Source: an optimization exercise on an open RTL-to-GDS flow (aim: a short achievable clock period and few clock cycles). Production flows keep margins and buffers that such runs may drop.
The RTL was checked by simulation tests, not by an equivalence proof against the original design.
Power figures rest on the tool's default switching activity, not on a simulated workload.

==> design/flow/config.mk <==
export PLATFORM = sky130hd
export DESIGN_NAME = ck16_decode
export DESIGN_NICKNAME = ck16_decode
export VERILOG_FILES = /design/flow/design.v
export SDC_FILE = /design/flow/constraint.sdc
export NUM_CORES = 4
export LEC_CHECK = 0
export CAP_MARGIN = 20
export CORE_MARGIN = 2
export CORE_UTILIZATION = 40
export PLACE_DENSITY = 0.6
export SLEW_MARGIN = 20
==> design/flow/constraint.sdc <==
create_clock -name core_clock -period 10.0 [get_ports {clk}]
set_input_delay 2.0000 -clock core_clock [delete_from_list [all_inputs] [get_ports {clk}]]
set_output_delay 2.0000 -clock core_clock [all_outputs]
set_load 0.01 [all_outputs]
==> design/flow/design.v <==
module ck16_decode (
    input  wire        clk,
    input  wire        rst,
    input  wire        start,
    input  wire [10:0] win_len,
    input  wire        csum_strict,
    input  wire        end_check,
    output reg         busy,
    output reg         done,
    output wire        mem_rd_en,
    output wire [9:0]  mem_rd_addr,
    input  wire [7:0]  mem_rd_data,
    output reg  [3:0]  result,
    output reg         valid,
    output reg  [7:0]  flags,    
    output reg  [7:0]  rec_ncells,
    output reg  [15:0] rec_vmin,
    output reg  [15:0] rec_vmax,
    output reg  [15:0] rec_vdelta,
    output reg  [31:0] rec_tmos,
    output reg  [31:0] rec_tp1,
    output reg  [31:0] rec_tp2,
    output reg  [15:0] rec_vpack,
    output reg  [31:0] rec_ipack,
    output reg  [7:0]  rec_soc,
    output reg  [5:0]  rec_fixvalid,
    output reg  [7:0]  rec_nextra,
    output reg  [16:0] rec_cellhdr,
    output reg  [16:0] fr_len,
    output reg  [31:0] fr_csum,
    output reg  [15:0] fr_pend,
    output reg  [15:0] fr_xoff,
    output reg  [15:0] fr_eoff,
    input  wire [4:0]  cell_sel,
    output wire [23:0] cell_word,
    input  wire [3:0]  xe_sel,
    output wire [31:0] xe_hdr,
    output wire [31:0] xe_value
);
    localparam MAX_CELLS = 24;
    localparam MAX_EXTRA = 16;
    localparam [7:0] START0     = 8'h4E;
    localparam [7:0] START1     = 8'h57;
    localparam [7:0] END_MARKER = 8'h68;
    localparam [7:0] CELL_TAG   = 8'h79;
    localparam [3:0] R_OK         = 4'd1;
    localparam [3:0] R_SHORT      = 4'd2;
    localparam [3:0] R_BAD_START  = 4'd3;
    localparam [3:0] R_INCOMPLETE = 4'd4;
    localparam [3:0] R_CSUM_FATAL = 4'd5;
    localparam [3:0] R_NO_PAYLOAD = 4'd6;
    localparam [3:0] R_BAD_END    = 4'd7;
    localparam [3:0] R_NO_CELLS   = 4'd8;
    localparam F_CSUM_BAD    = 0;
    localparam F_CELLTAG_BAD = 1;
    localparam F_CELL_CAP    = 2;
    localparam F_CELL_SHORT  = 3;
    localparam F_XCAP        = 4;
    localparam F_XOVR        = 5;
    localparam F_XUNK        = 6;
    localparam F_XDUP        = 7;
    localparam [4:0] S_IDLE     = 5'd0,
                     S_START0   = 5'd1,
                     S_START1   = 5'd2,
                     S_LEN_HI   = 5'd3,
                     S_LEN_LO   = 5'd4,
                     S_CSUM     = 5'd5,
                     S_STORE_HI = 5'd6,
                     S_STORE_LO = 5'd7,
                     S_END      = 5'd8,
                     S_CTAG     = 5'd9,
                     S_CBC      = 5'd10,
                     S_CLOOP    = 5'd11,
                     S_CINFO    = 5'd12,
                     S_CMV_HI   = 5'd13,
                     S_CMV_LO   = 5'd14,
                     S_STATS    = 5'd15,
                     S_FLOOP    = 5'd16,
                     S_FTAG     = 5'd17,
                     S_FV0      = 5'd18,
                     S_FV1      = 5'd19,
                     S_FSTORE   = 5'd20,
                     S_XLOOP    = 5'd21,
                     S_XTAG     = 5'd22,
                     S_XVAL     = 5'd23,
                     S_XEND     = 5'd24,
                     S_DONE     = 5'd25;
    function [11:0] fct_lookup;   
        input [7:0] t;
        begin
            case (t)
                8'h86:   fct_lookup = {1'b1, 5'd0, 1'b0, 5'd1};
                8'h87:   fct_lookup = {1'b1, 5'd1, 1'b0, 5'd2};
                8'h89:   fct_lookup = {1'b1, 5'd2, 1'b0, 5'd4};
                8'h8A:   fct_lookup = {1'b1, 5'd3, 1'b0, 5'd2};
                8'h8B:   fct_lookup = {1'b1, 5'd4, 1'b0, 5'd2};
                8'h8C:   fct_lookup = {1'b1, 5'd5, 1'b0, 5'd2};
                8'h8E:   fct_lookup = {1'b1, 5'd6, 1'b0, 5'd2};
                8'h8F:   fct_lookup = {1'b1, 5'd7, 1'b0, 5'd2};
                8'h90:   fct_lookup = {1'b1, 5'd8, 1'b0, 5'd2};
                8'h91:   fct_lookup = {1'b1, 5'd9, 1'b0, 5'd2};
                8'h92:   fct_lookup = {1'b1, 5'd10, 1'b0, 5'd2};
                8'h93:   fct_lookup = {1'b1, 5'd11, 1'b0, 5'd2};
                8'h94:   fct_lookup = {1'b1, 5'd12, 1'b0, 5'd2};
                8'h95:   fct_lookup = {1'b1, 5'd13, 1'b0, 5'd2};
                8'h96:   fct_lookup = {1'b1, 5'd14, 1'b0, 5'd2};
                8'h97:   fct_lookup = {1'b1, 5'd15, 1'b0, 5'd2};
                8'h9D:   fct_lookup = {1'b1, 5'd16, 1'b0, 5'd1};
                8'hA9:   fct_lookup = {1'b1, 5'd17, 1'b0, 5'd1};
                8'hAA:   fct_lookup = {1'b1, 5'd18, 1'b0, 5'd4};
                8'hAB:   fct_lookup = {1'b1, 5'd19, 1'b0, 5'd1};
                8'hAC:   fct_lookup = {1'b1, 5'd20, 1'b0, 5'd1};
                8'hAD:   fct_lookup = {1'b1, 5'd21, 1'b0, 5'd2};
                8'hAE:   fct_lookup = {1'b1, 5'd22, 1'b0, 5'd1};
                8'hAF:   fct_lookup = {1'b1, 5'd23, 1'b0, 5'd1};
                8'hB0:   fct_lookup = {1'b1, 5'd24, 1'b0, 5'd2};
                8'hB2:   fct_lookup = {1'b1, 5'd25, 1'b1, 5'd10};
                8'hB4:   fct_lookup = {1'b1, 5'd26, 1'b1, 5'd8};
                8'hB5:   fct_lookup = {1'b1, 5'd27, 1'b0, 5'd4};
                8'hB6:   fct_lookup = {1'b1, 5'd28, 1'b0, 5'd4};
                8'hB7:   fct_lookup = {1'b1, 5'd29, 1'b1, 5'd15};
                8'hBA:   fct_lookup = {1'b1, 5'd30, 1'b1, 5'd24};
                8'hC0:   fct_lookup = {1'b1, 5'd31, 1'b0, 5'd1};
                default: fct_lookup = 12'd0;
            endcase
        end
    endfunction
    function [7:0] fixed_tag;
        input [2:0] k;
        begin
            fixed_tag = 8'h80 + {5'd0, k};
        end
    endfunction
    reg [4:0]  state;
    reg        pend;           
    reg [9:0]  addr;           
    reg [10:0] n_len;          
    reg        strict_q;
    reg        endchk_q;
    reg [7:0]  tmp;            
    reg [15:0] lenf;
    reg [10:0] e_len;          
    reg [10:0] pe;             
    reg [15:0] acc;            
    reg [7:0]  bc_rem;         
    reg [11:0] off;            
    reg [4:0]  ncell;
    reg [7:0]  cinfo;
    reg [15:0] vmax_t;
    reg [15:0] vmin_t;
    reg        has_nz;
    reg [2:0]  fk;             
    reg [15:0] fraw;
    reg [4:0]  nx;             
    reg [31:0] seen;           
    reg [4:0]  xw;             
    reg        xkind;
    reg [4:0]  xrow;
    reg [7:0]  xtag;
    reg [4:0]  xcnt;           
    reg [31:0] xval;
    reg [7:0]  xlen;           
    reg        xprint;         
    reg [23:0] cells   [0:MAX_CELLS-1];
    reg [31:0] xe_h    [0:MAX_EXTRA-1];
    reg [31:0] xe_v    [0:MAX_EXTRA-1];
    integer i;
    wire reads = (state == S_START0)   || (state == S_START1) ||
                 (state == S_LEN_HI)   || (state == S_LEN_LO) ||
                 (state == S_CSUM)     || (state == S_STORE_HI) ||
                 (state == S_STORE_LO) || (state == S_END) ||
                 (state == S_CTAG)     || (state == S_CBC) ||
                 (state == S_CINFO)    || (state == S_CMV_HI) ||
                 (state == S_CMV_LO)   || (state == S_FTAG) ||
                 (state == S_FV0)      || (state == S_FV1) ||
                 (state == S_XTAG)     || (state == S_XVAL);
    assign mem_rd_en   = reads && !pend;
    assign mem_rd_addr = addr;
    wire [7:0] rd = mem_rd_data;
    wire [11:0] lk       = fct_lookup(rd);
    wire        lk_found = lk[11];
    wire [4:0]  lk_row   = lk[10:6];
    wire        lk_kind  = lk[5];
    wire [4:0]  lk_width = lk[4:0];
    wire [4:0]  fw       = (fk == 3'd5) ? 5'd1 : 5'd2;
    wire [16:0] t_len    = {1'b0, lenf} + 17'd2;
    wire [15:0] cell_mv  = {tmp, rd};
    function [31:0] temp_dec;
        input [15:0] raw;
        begin
            if (raw > 16'd100)
                temp_dec = 32'd100 - {16'd0, raw};
            else
                temp_dec = {16'd0, raw};
        end
    endfunction
    function [31:0] cur_dec;
        input [15:0] raw;
        input [15:0] lf;
        begin
            if (lf < 16'd260) begin
                if (raw[15])
                    cur_dec = {17'd0, raw[14:0]};
                else
                    cur_dec = 32'd0 - {17'd0, raw[14:0]};
            end else begin
                cur_dec = 32'd10000 - {16'd0, raw};
            end
        end
    endfunction
    assign cell_word = (cell_sel < MAX_CELLS) ? cells[cell_sel] : 24'd0;
    assign xe_hdr    = xe_h[xe_sel];
    assign xe_value  = xe_v[xe_sel];
    always @(posedge clk) begin
        if (rst) begin
            state <= S_IDLE;
            pend  <= 1'b0;
            busy  <= 1'b0;
            done  <= 1'b0;
        end else if (state == S_IDLE) begin
            if (start) begin
                busy     <= 1'b1;
                done     <= 1'b0;
                n_len    <= win_len;
                strict_q <= csum_strict;
                endchk_q <= end_check;
                pend     <= 1'b0;
                result       <= 4'd0;
                valid        <= 1'b0;
                flags        <= 8'd0;
                rec_ncells   <= 8'd0;
                rec_vmin     <= 16'd5000;
                rec_vmax     <= 16'd0;
                rec_vdelta   <= 16'd0;
                rec_tmos     <= 32'd0;
                rec_tp1      <= 32'd0;
                rec_tp2      <= 32'd0;
                rec_vpack    <= 16'd0;
                rec_ipack    <= 32'd0;
                rec_soc      <= 8'd0;
                rec_fixvalid <= 6'd0;
                rec_nextra   <= 8'd0;
                rec_cellhdr  <= 17'd0;
                fr_len       <= 17'd0;
                fr_csum      <= 32'd0;
                fr_pend      <= 16'd0;
                fr_xoff      <= 16'd0;
                fr_eoff      <= 16'd0;
                for (i = 0; i < MAX_CELLS; i = i + 1)
                    cells[i] <= 24'd0;
                for (i = 0; i < MAX_EXTRA; i = i + 1) begin
                    xe_h[i] <= 32'd0;
                    xe_v[i] <= 32'd0;
                end
                if (win_len < 11'd20) begin
                    result <= R_SHORT;
                    state  <= S_DONE;
                end else begin
                    addr  <= 10'd0;
                    state <= S_START0;
                end
            end
        end else if (reads && !pend) begin
            pend <= 1'b1;
        end else begin
            pend <= 1'b0;
            case (state)
                S_START0: begin
                    tmp   <= rd;
                    addr  <= 10'd1;
                    state <= S_START1;
                end
                S_START1: begin
                    if (tmp != START0 || rd != START1) begin
                        result <= R_BAD_START;
                        state  <= S_DONE;
                    end else begin
                        addr  <= 10'd2;
                        state <= S_LEN_HI;
                    end
                end
                S_LEN_HI: begin
                    tmp   <= rd;
                    addr  <= 10'd3;
                    state <= S_LEN_LO;
                end
                S_LEN_LO: begin
                    lenf   <= {tmp, rd};
                    fr_len <= {1'b1, tmp, rd};
                    if ({6'd0, n_len} < {1'b0, tmp, rd} + 17'd2) begin
                        result <= R_INCOMPLETE;
                        state  <= S_DONE;
                    end else begin
                        e_len <= ({tmp, rd} + 11'd2);
                        acc   <= 16'd0;
                        if ({tmp, rd} + 16'd2 > 16'd4) begin
                            addr  <= 10'd0;
                            state <= S_CSUM;
                        end else begin
                            addr  <= {tmp[1:0], rd} & 10'h3ff;    
                            state <= S_STORE_HI;
                        end
                    end
                end
                S_CSUM: begin
                    acc <= acc + {8'd0, rd};
                    if ({1'b0, addr} == e_len - 11'd5) begin
                        addr  <= e_len[9:0] - 10'd2;
                        state <= S_STORE_HI;
                    end else begin
                        addr <= addr + 10'd1;
                    end
                end
                S_STORE_HI: begin
                    tmp   <= rd;
                    addr  <= addr + 10'd1;
                    state <= S_STORE_LO;
                end
                S_STORE_LO: begin
                    fr_csum <= {tmp, rd, acc};
                    if ({tmp, rd} != acc) begin
                        flags[F_CSUM_BAD] <= 1'b1;
                    end
                    if ({tmp, rd} != acc && strict_q) begin
                        result <= R_CSUM_FATAL;
                        state  <= S_DONE;
                    end else if (e_len <= 11'd20) begin
                        result <= R_NO_PAYLOAD;
                        state  <= S_DONE;
                    end else begin
                        pe      <= e_len - 11'd9;
                        fr_pend <= {5'd0, e_len - 11'd9};
                        if (endchk_q) begin
                            addr  <= e_len[9:0] - 10'd5;
                            state <= S_END;
                        end else begin
                            addr  <= 10'd11;
                            state <= S_CTAG;
                        end
                    end
                end
                S_END: begin
                    if (rd != END_MARKER) begin
                        result <= R_BAD_END;
                        state  <= S_DONE;
                    end else begin
                        addr  <= 10'd11;
                        state <= S_CTAG;
                    end
                end
                S_CTAG: begin
                    tmp <= rd;
                    if (rd != CELL_TAG)
                        flags[F_CELLTAG_BAD] <= 1'b1;
                    addr  <= 10'd12;
                    state <= S_CBC;
                end
                S_CBC: begin
                    rec_cellhdr <= {1'b1, rd, tmp};
                    bc_rem      <= rd;
                    off         <= 12'd13 + {4'd0, rd};
                    ncell       <= 5'd0;
                    vmax_t      <= 16'd0;
                    vmin_t      <= 16'hFFFF;
                    has_nz      <= 1'b0;
                    addr        <= 10'd13;
                    state       <= S_CLOOP;
                end
                S_CLOOP: begin
                    if (bc_rem < 8'd3) begin
                        state <= S_STATS;
                    end else if (ncell == MAX_CELLS) begin
                        flags[F_CELL_CAP] <= 1'b1;
                        state <= S_STATS;
                    end else if ({1'b0, addr} + 11'd3 > e_len) begin
                        flags[F_CELL_SHORT] <= 1'b1;
                        state <= S_STATS;
                    end else begin
                        state <= S_CINFO;
                    end
                end
                S_CINFO: begin
                    cinfo <= rd;
                    addr  <= addr + 10'd1;
                    state <= S_CMV_HI;
                end
                S_CMV_HI: begin
                    tmp   <= rd;
                    addr  <= addr + 10'd1;
                    state <= S_CMV_LO;
                end
                S_CMV_LO: begin
                    cells[ncell] <= {cinfo, cell_mv};
                    if (cell_mv > vmax_t)
                        vmax_t <= cell_mv;
                    if (cell_mv != 16'd0) begin
                        has_nz <= 1'b1;
                        if (cell_mv < vmin_t)
                            vmin_t <= cell_mv;
                    end
                    ncell  <= ncell + 5'd1;
                    bc_rem <= bc_rem - 8'd3;
                    addr   <= addr + 10'd1;
                    state  <= S_CLOOP;
                end
                S_STATS: begin
                    rec_ncells <= {3'd0, ncell};
                    if (ncell != 5'd0) begin
                        rec_vmax   <= vmax_t;
                        rec_vmin   <= has_nz ? vmin_t : 16'd0;
                        rec_vdelta <= vmax_t - (has_nz ? vmin_t : 16'd0);
                    end
                    fk    <= 3'd0;
                    state <= S_FLOOP;
                end
                S_FLOOP: begin
                    if (fk == 3'd6) begin
                        fr_xoff <= {4'd0, off};
                        nx      <= 5'd0;
                        seen    <= 32'd0;
                        state   <= S_XLOOP;
                    end else if (off + {7'd0, fw} < {1'b0, e_len}) begin
                        addr  <= off[9:0];
                        state <= S_FTAG;
                    end else begin
                        fk <= fk + 3'd1;
                    end
                end
                S_FTAG: begin
                    if (rd == fixed_tag(fk)) begin
                        addr  <= addr + 10'd1;
                        state <= S_FV0;
                    end else begin
                        fk    <= fk + 3'd1;
                        state <= S_FLOOP;
                    end
                end
                S_FV0: begin
                    if (fw == 5'd2) begin
                        tmp   <= rd;
                        addr  <= addr + 10'd1;
                        state <= S_FV1;
                    end else begin
                        fraw  <= {8'd0, rd};
                        state <= S_FSTORE;
                    end
                end
                S_FV1: begin
                    fraw  <= {tmp, rd};
                    state <= S_FSTORE;
                end
                S_FSTORE: begin
                    case (fk)
                        3'd0: rec_tmos  <= temp_dec(fraw);
                        3'd1: rec_tp1   <= temp_dec(fraw);
                        3'd2: rec_tp2   <= temp_dec(fraw);
                        3'd3: rec_vpack <= fraw;
                        3'd4: rec_ipack <= cur_dec(fraw, lenf);
                        default: rec_soc <= fraw[7:0];
                    endcase
                    rec_fixvalid[fk] <= 1'b1;
                    off   <= off + 12'd1 + {7'd0, fw};
                    fk    <= fk + 3'd1;
                    state <= S_FLOOP;
                end
                S_XLOOP: begin
                    if (off < {1'b0, pe} && nx < MAX_EXTRA) begin
                        addr  <= off[9:0];
                        state <= S_XTAG;
                    end else begin
                        state <= S_XEND;
                    end
                end
                S_XTAG: begin
                    if (!lk_found) begin
                        flags[F_XUNK] <= 1'b1;
                        off   <= off + 12'd1;
                        state <= S_XLOOP;
                    end else if (seen[lk_row]) begin
                        flags[F_XDUP] <= 1'b1;
                        off   <= off + 12'd1 + {7'd0, lk_width};
                        state <= S_XLOOP;
                    end else if (off + {7'd0, lk_width} >= {1'b0, e_len}) begin
                        flags[F_XOVR] <= 1'b1;
                        state <= S_XEND;
                    end else begin
                        xtag   <= rd;
                        xw     <= lk_width;
                        xkind  <= lk_kind;
                        xrow   <= lk_row;
                        xcnt   <= 5'd0;
                        xval   <= 32'd0;
                        xlen   <= 8'd0;
                        xprint <= 1'b1;
                        addr   <= addr + 10'd1;
                        state  <= S_XVAL;
                    end
                end
                S_XVAL: begin
                    xval <= {xval[23:0], rd};
                    if (xprint && rd >= 8'h20 && rd <= 8'h7E)
                        xlen <= xlen + 8'd1;
                    else
                        xprint <= 1'b0;
                    xcnt <= xcnt + 5'd1;
                    if (xcnt + 5'd1 == xw) begin
                        xe_h[nx[3:0]] <= {(xkind ? ((xprint && rd >= 8'h20 && rd <= 8'h7E) ? xlen + 8'd1 : xlen) : 8'd0),
                                          3'd0, xw, 7'd0, xkind, xtag};
                        xe_v[nx[3:0]] <= {xval[23:0], rd};
                        seen[xrow]    <= 1'b1;
                        nx            <= nx + 5'd1;
                        off           <= off + 12'd1 + {7'd0, xw};
                        state         <= S_XLOOP;
                    end else begin
                        addr <= addr + 10'd1;
                    end
                end
                S_XEND: begin
                    if (nx == MAX_EXTRA && off < {1'b0, pe})
                        flags[F_XCAP] <= 1'b1;
                    fr_eoff    <= {4'd0, off};
                    rec_nextra <= {3'd0, nx};
                    if (ncell != 5'd0) begin
                        result <= R_OK;
                        valid  <= 1'b1;
                    end else begin
                        result <= R_NO_CELLS;
                    end
                    state <= S_DONE;
                end
                S_DONE: begin
                    busy  <= 1'b0;
                    done  <= 1'b1;
                    state <= S_IDLE;
                end
                default: state <= S_IDLE;
            endcase
        end
    end
endmodule
==> design/flow/run.sh <==
#!/bin/bash
# synth_recipe.tcl (not shown) runs the flow's synth.tcl, then flattens the netlist and writes it again
# the make line also repeats each setting of config.mk as NAME=value (left out here)
make -C /OpenROAD-flow-scripts/flow DESIGN_CONFIG=/design/flow/config.mk WORK_HOME=/design/flow/orfs CLKGATE_MAP_FILE= SYNTH_SCRIPT=/design/flow/synth_recipe.tcl finish
==> impl_metrics.csv <==
group,metric,value,unit
outcome,status,"finished clean",
yosys,synthArstFlopShare,0,
yosys,synth_cells,6571,
yosys,syn_avg_cell_area,14.1,sq um
yosys,synth_cell_types,87,
floorplan,initial_core_util,0.403,
setup_path,worstPathMaxFanout,37,
layout,drive_above_1_share,0.142,
clocking,cts_buffers,204,
setup_path,path_cells,"clkdlybuf4s50_1, inv_2, ha_1, nor2_1, a311oi_1, nand2b_1, nor3_1, inv_1, ha_1, a21o_1, a21oi_1, o21bai_1, a21oi_1, nor3_1, xor2_1, ha_1, a21o_1, a21oi_1, and3_1, nand3_1, a21oi_4, buf_4",
sta,period_minus_slack,8280,ps
sta,worst_slack,1720,ps
sta,fin_worst_skew,91.3,ps
setup_path,critPathArrivalTime,8760,ps
global_route,grt_pass1_wl,412,mm
pwr,comb_power_share,0.210,
floorplan,die-area,236000,sq um
clocking,cts_tree,"done",
setup_path,cpMaxStageDelayCell,"clkdlybuf4s50_1",
route,vias_per_cell,5.79,
yosys,synthMuxAreaShare,0.111,
global_route,grt-ovfl-total,0,
route,wl_per_cell,28.7,microns
clocking,cts.htree.levels,4,
setup_path,crit_type,"in -> reg",
yosys,synth-adder-area-share,0.0231,
yosys,synth_compound_gate_area_share,0.0351,
sta,finalSetupTns,0,ps
min_path,hold_class,"reg -> reg",
clocking,cts.sinks,1963,
sta,hold_viol_final,0,
setup_path,start_kind,"primary input",
sta,setup-violations-final,0,
pwr,p_sw_frac,0.300,
global_route,grt_max_degree,105,
sta,fmax,0.121,GHz
pwr,switching_power,7.07,mW
floorplan,ios,483,
yosys,synth_top_area_share,0.632,
yosys,synth-simple-area-share,0.143,
yosys,yosys_register_bits,1963,
setup_path,worstSetupEndpointType,"register",
yosys,synth_top_family_by_area,"simple AND/OR/NAND/NOR gates",
route,drc,0,
clocking,clk_path_buf_depth,3,
yosys,ys.flop_type,"edfxtp_1",
sta,maxSlewHeadroom,0.238,
clocking,postCtsHoldBufs,0,
layout,finalNetCount,6943,
route,first_iter_violations,6190,
global_route,grt_usage,0.238,
placement,gp_congestion,0.922,
layout,area_growth,14.9,%
yosys,ys_warn_count,1,
setup_path,cp_data_required_time,10490,ps
job,cap_violations,0,
placement,dp_hpwl,173,mm
route,routed_wl,285,mm
floorplan,die_h,486,microns
pwr,internal_power,16.5,mW
setup_path,r2r_slack,3710,ps
sta,holdWs,459,ps
clocking,clk_latency,890,ps
pwr,sequentialPowerShare,0.470,
floorplan,num_rows,176,
floorplan,die_w,486,microns
yosys,synth_edf_count,1955,
pwr,ir_drop,200,uV
sta,tightest_slew,1140,ps
yosys,synth-seq-area-share,0.634,
clocking,clkTransAtPathRegs,70,ps
setup_path,max_stage_delay,940,ps
pwr,power_leakage,38.3,nW
route,vias,57500,
placement,pre_cts_slack,1020,ps
yosys,synthXorXnorAreaFrac,0.0174,
clocking,post-cts-setup-buffers,0,
placement,port_buffers,453,
sta,layout_worst_path_cycle_share,0.828,
route,dr.pass1.iters,8,
pwr,pwr-share-clk,0.320,
yosys,synth_top_area_cell,"edfxtp_1",
route,ant_nets,0,
global_route,antenna_found_initial,12,
floorplan,coreArea,230000,sq um
clocking,cts-root-buf,"clkbuf_16",
sta,slew_violations,0,
pwr,power_density,221,nW/um^2
yosys,syn-cell-area,92900,sq um
global_route,grt_pass1_vias,57300,
yosys,synthTopCellsByArea,"edfxtp_1 63%, mux4_2 11%, and2_1 4.4%, and3_1 3.7%, nor2_1 2.2%",
sta,rsz0062_at_grt,"false",
clocking,postCtsResizedCells,0,
-- sequential cells by signal, indices dropped and copies added (netlist names), 14 cells and up --
name / cells
fr_csum: 32
rec_tmos: 17
cells: 576
fr_len: 17
rec_tp2: 17
rec_cellhdr: 17
rec_vdelta: 16
rec_vmin: 16
xval: 24
fraw: 16
rec_vpack: 16
xe_v: 512
vmax_t: 16
xe_h: 336
rec_ipack: 17
lenf: 14
vmin_t: 16
rec_vmax: 16
rec_tp1: 17
acc: 16
seen: 32
-- layer usage --
| layer | share of wire | up-vias | track usage | wire length, microns |
|---|---|---|---|---|
| met5 | 0.00026 | - | 0 | 74 |
| li1 | - | 24800 | - | - |
| met4 | 0.025 | 12 | 0.0628 | 7180 |
| met2 | 0.47 | 2520 | 0.377 | 134000 |
| met3 | 0.081 | 400 | 0.0442 | 23200 |
| met1 | 0.42 | 29800 | 0.338 | 121000 |
-- cell usage after synthesis, drive strengths merged (26+ instances only) --
cell / count
o21ai: 117
a21oi: 160
a21o: 32
nand2b: 36
nor2: 539
nor3: 187
xor2: 83
mux4: 433
mux2i: 51
clkbuf: 495
edfxtp: 1955
or3: 26
nand3: 72
inv: 152
xnor2: 101
and3: 542
and2: 650
buf: 160
o22ai: 37
nand2: 209
ha: 161
nor2b: 88
-- final timing paths --
path,cells past startpoint,to,from
worst min register to register,2,pend$_SDFFE_PP0N_,pend$_SDFFE_PP0N_
worst min-delay path,2,pend$_SDFFE_PP0N_,pend$_SDFFE_PP0N_
worst max register to register,11,xe_v[7][31]$_SDFFCE_PN0P_,state[0]$_SDFFE_PP0P_
worst max-delay path,22,xval[11]$_SDFFCE_PN0P_,mem_rd_data[1]
-- power groups by stage --
stage,logic [mW],clock network [mW],registers [mW]
after floorplan,2.40,0,11.2
after global placement,4.91,0,11.2
after CTS,4.94,7.65,11.1
after global routing,5.21,7.96,11.2
final,4.94,7.54,11.1
after detailed placement,4.92,0,11.2
-- cell type report --
| cell class | count | area, sq um |
|---|---|---|
| fillers | 20100 | 124000 |
| flip-flops and latches | 1963 | 58900 |
| multi-input cells | 3825 | 31300 |
| repair buffers | 593 | 5660 |
| clock buffers | 248 | 5290 |
| well taps | 3026 | 3790 |
| clock inverters | 123 | 1250 |
| inverters | 156 | 586 |
| diodes | 3 | 7.51 |
-- placed cells by master (no fill, tap or decap), drive strengths merged, types with 161 or more instances in the layout --
cell type	count
nor2	539
ha	161
and3	542
inv	161
nor3	187
edfxtp	1955
mux4	433
nand2	209
and2	650
clkdlybuf4s50	441
clkbuf	248
-- critical path: cells and delay by family --
family | cells | cell delay, ps
xor gates and xnor gates | 1 | 160
and+or+nand+nor | 6 | 1700
AOI/OAI and AO/OA | 8 | 1690
adders and majority gates | 3 | 1110
buffers and inverters | 4 | 2040
-- kinds of logic (layout without fill, tap and decap cells) --
logic type	count (synthesis)	count (layout)
compound gates	512	512
xor+xnor	184	184
fa+ha+maj	168	168
buf+inv	811	1120
flops	1963	1963
mux	485	485
other cells	1	32
simple gates	2447	2447
-- metrics by stage --
stage / cells / cell area [sq um] / utilization / power (mW)
global route: 9936 / 107000 / 0.463 / 24.3
floorplan: 6599 / 93000 / - / 13.6
global placement: 9560 / 100000 / 0.435 / 16.1
CTS: 9931 / 107000 / 0.463 / 23.7
detailed placement: 9560 / 100000 / 0.435 / 16.2
finish: 9937 / 107000 / 0.463 / 23.6
Testbench counts, summed over its fixed seeds: cycles 782,887.

## afterwards: timing with drivers on the ports
The flow's constraints put no driver on any port. The routed layout listed below was extracted and timed again, unchanged, in two steps.
Step 1, drivers: a clkbuf_16 drives clk and a buf_2 each remaining input, both assumed.
Step 2 adds t to the input delays and takes it off the output delays; t is the mean of the earliest and latest rising clock arrival at the registers after step 1. Input paths then give back, and output paths get back, about the clock's delay inside the block.
Three values: ideal, step 1, step 2; two values: the first two.
t (ns): 0.940
slack for setup (ns): 1.724 / 1.795 / 0.856
worst setup path at the end: input to register
latest minus earliest clock arrival (ns): 0.093 / 0.093
worst register clock-pin slew, ns: 0.07 / 0.07
After both steps setup and hold are still met in this run. For this run, drivers alone change the setup slack by +0.071 ns; drivers and shift together by -0.868 ns.
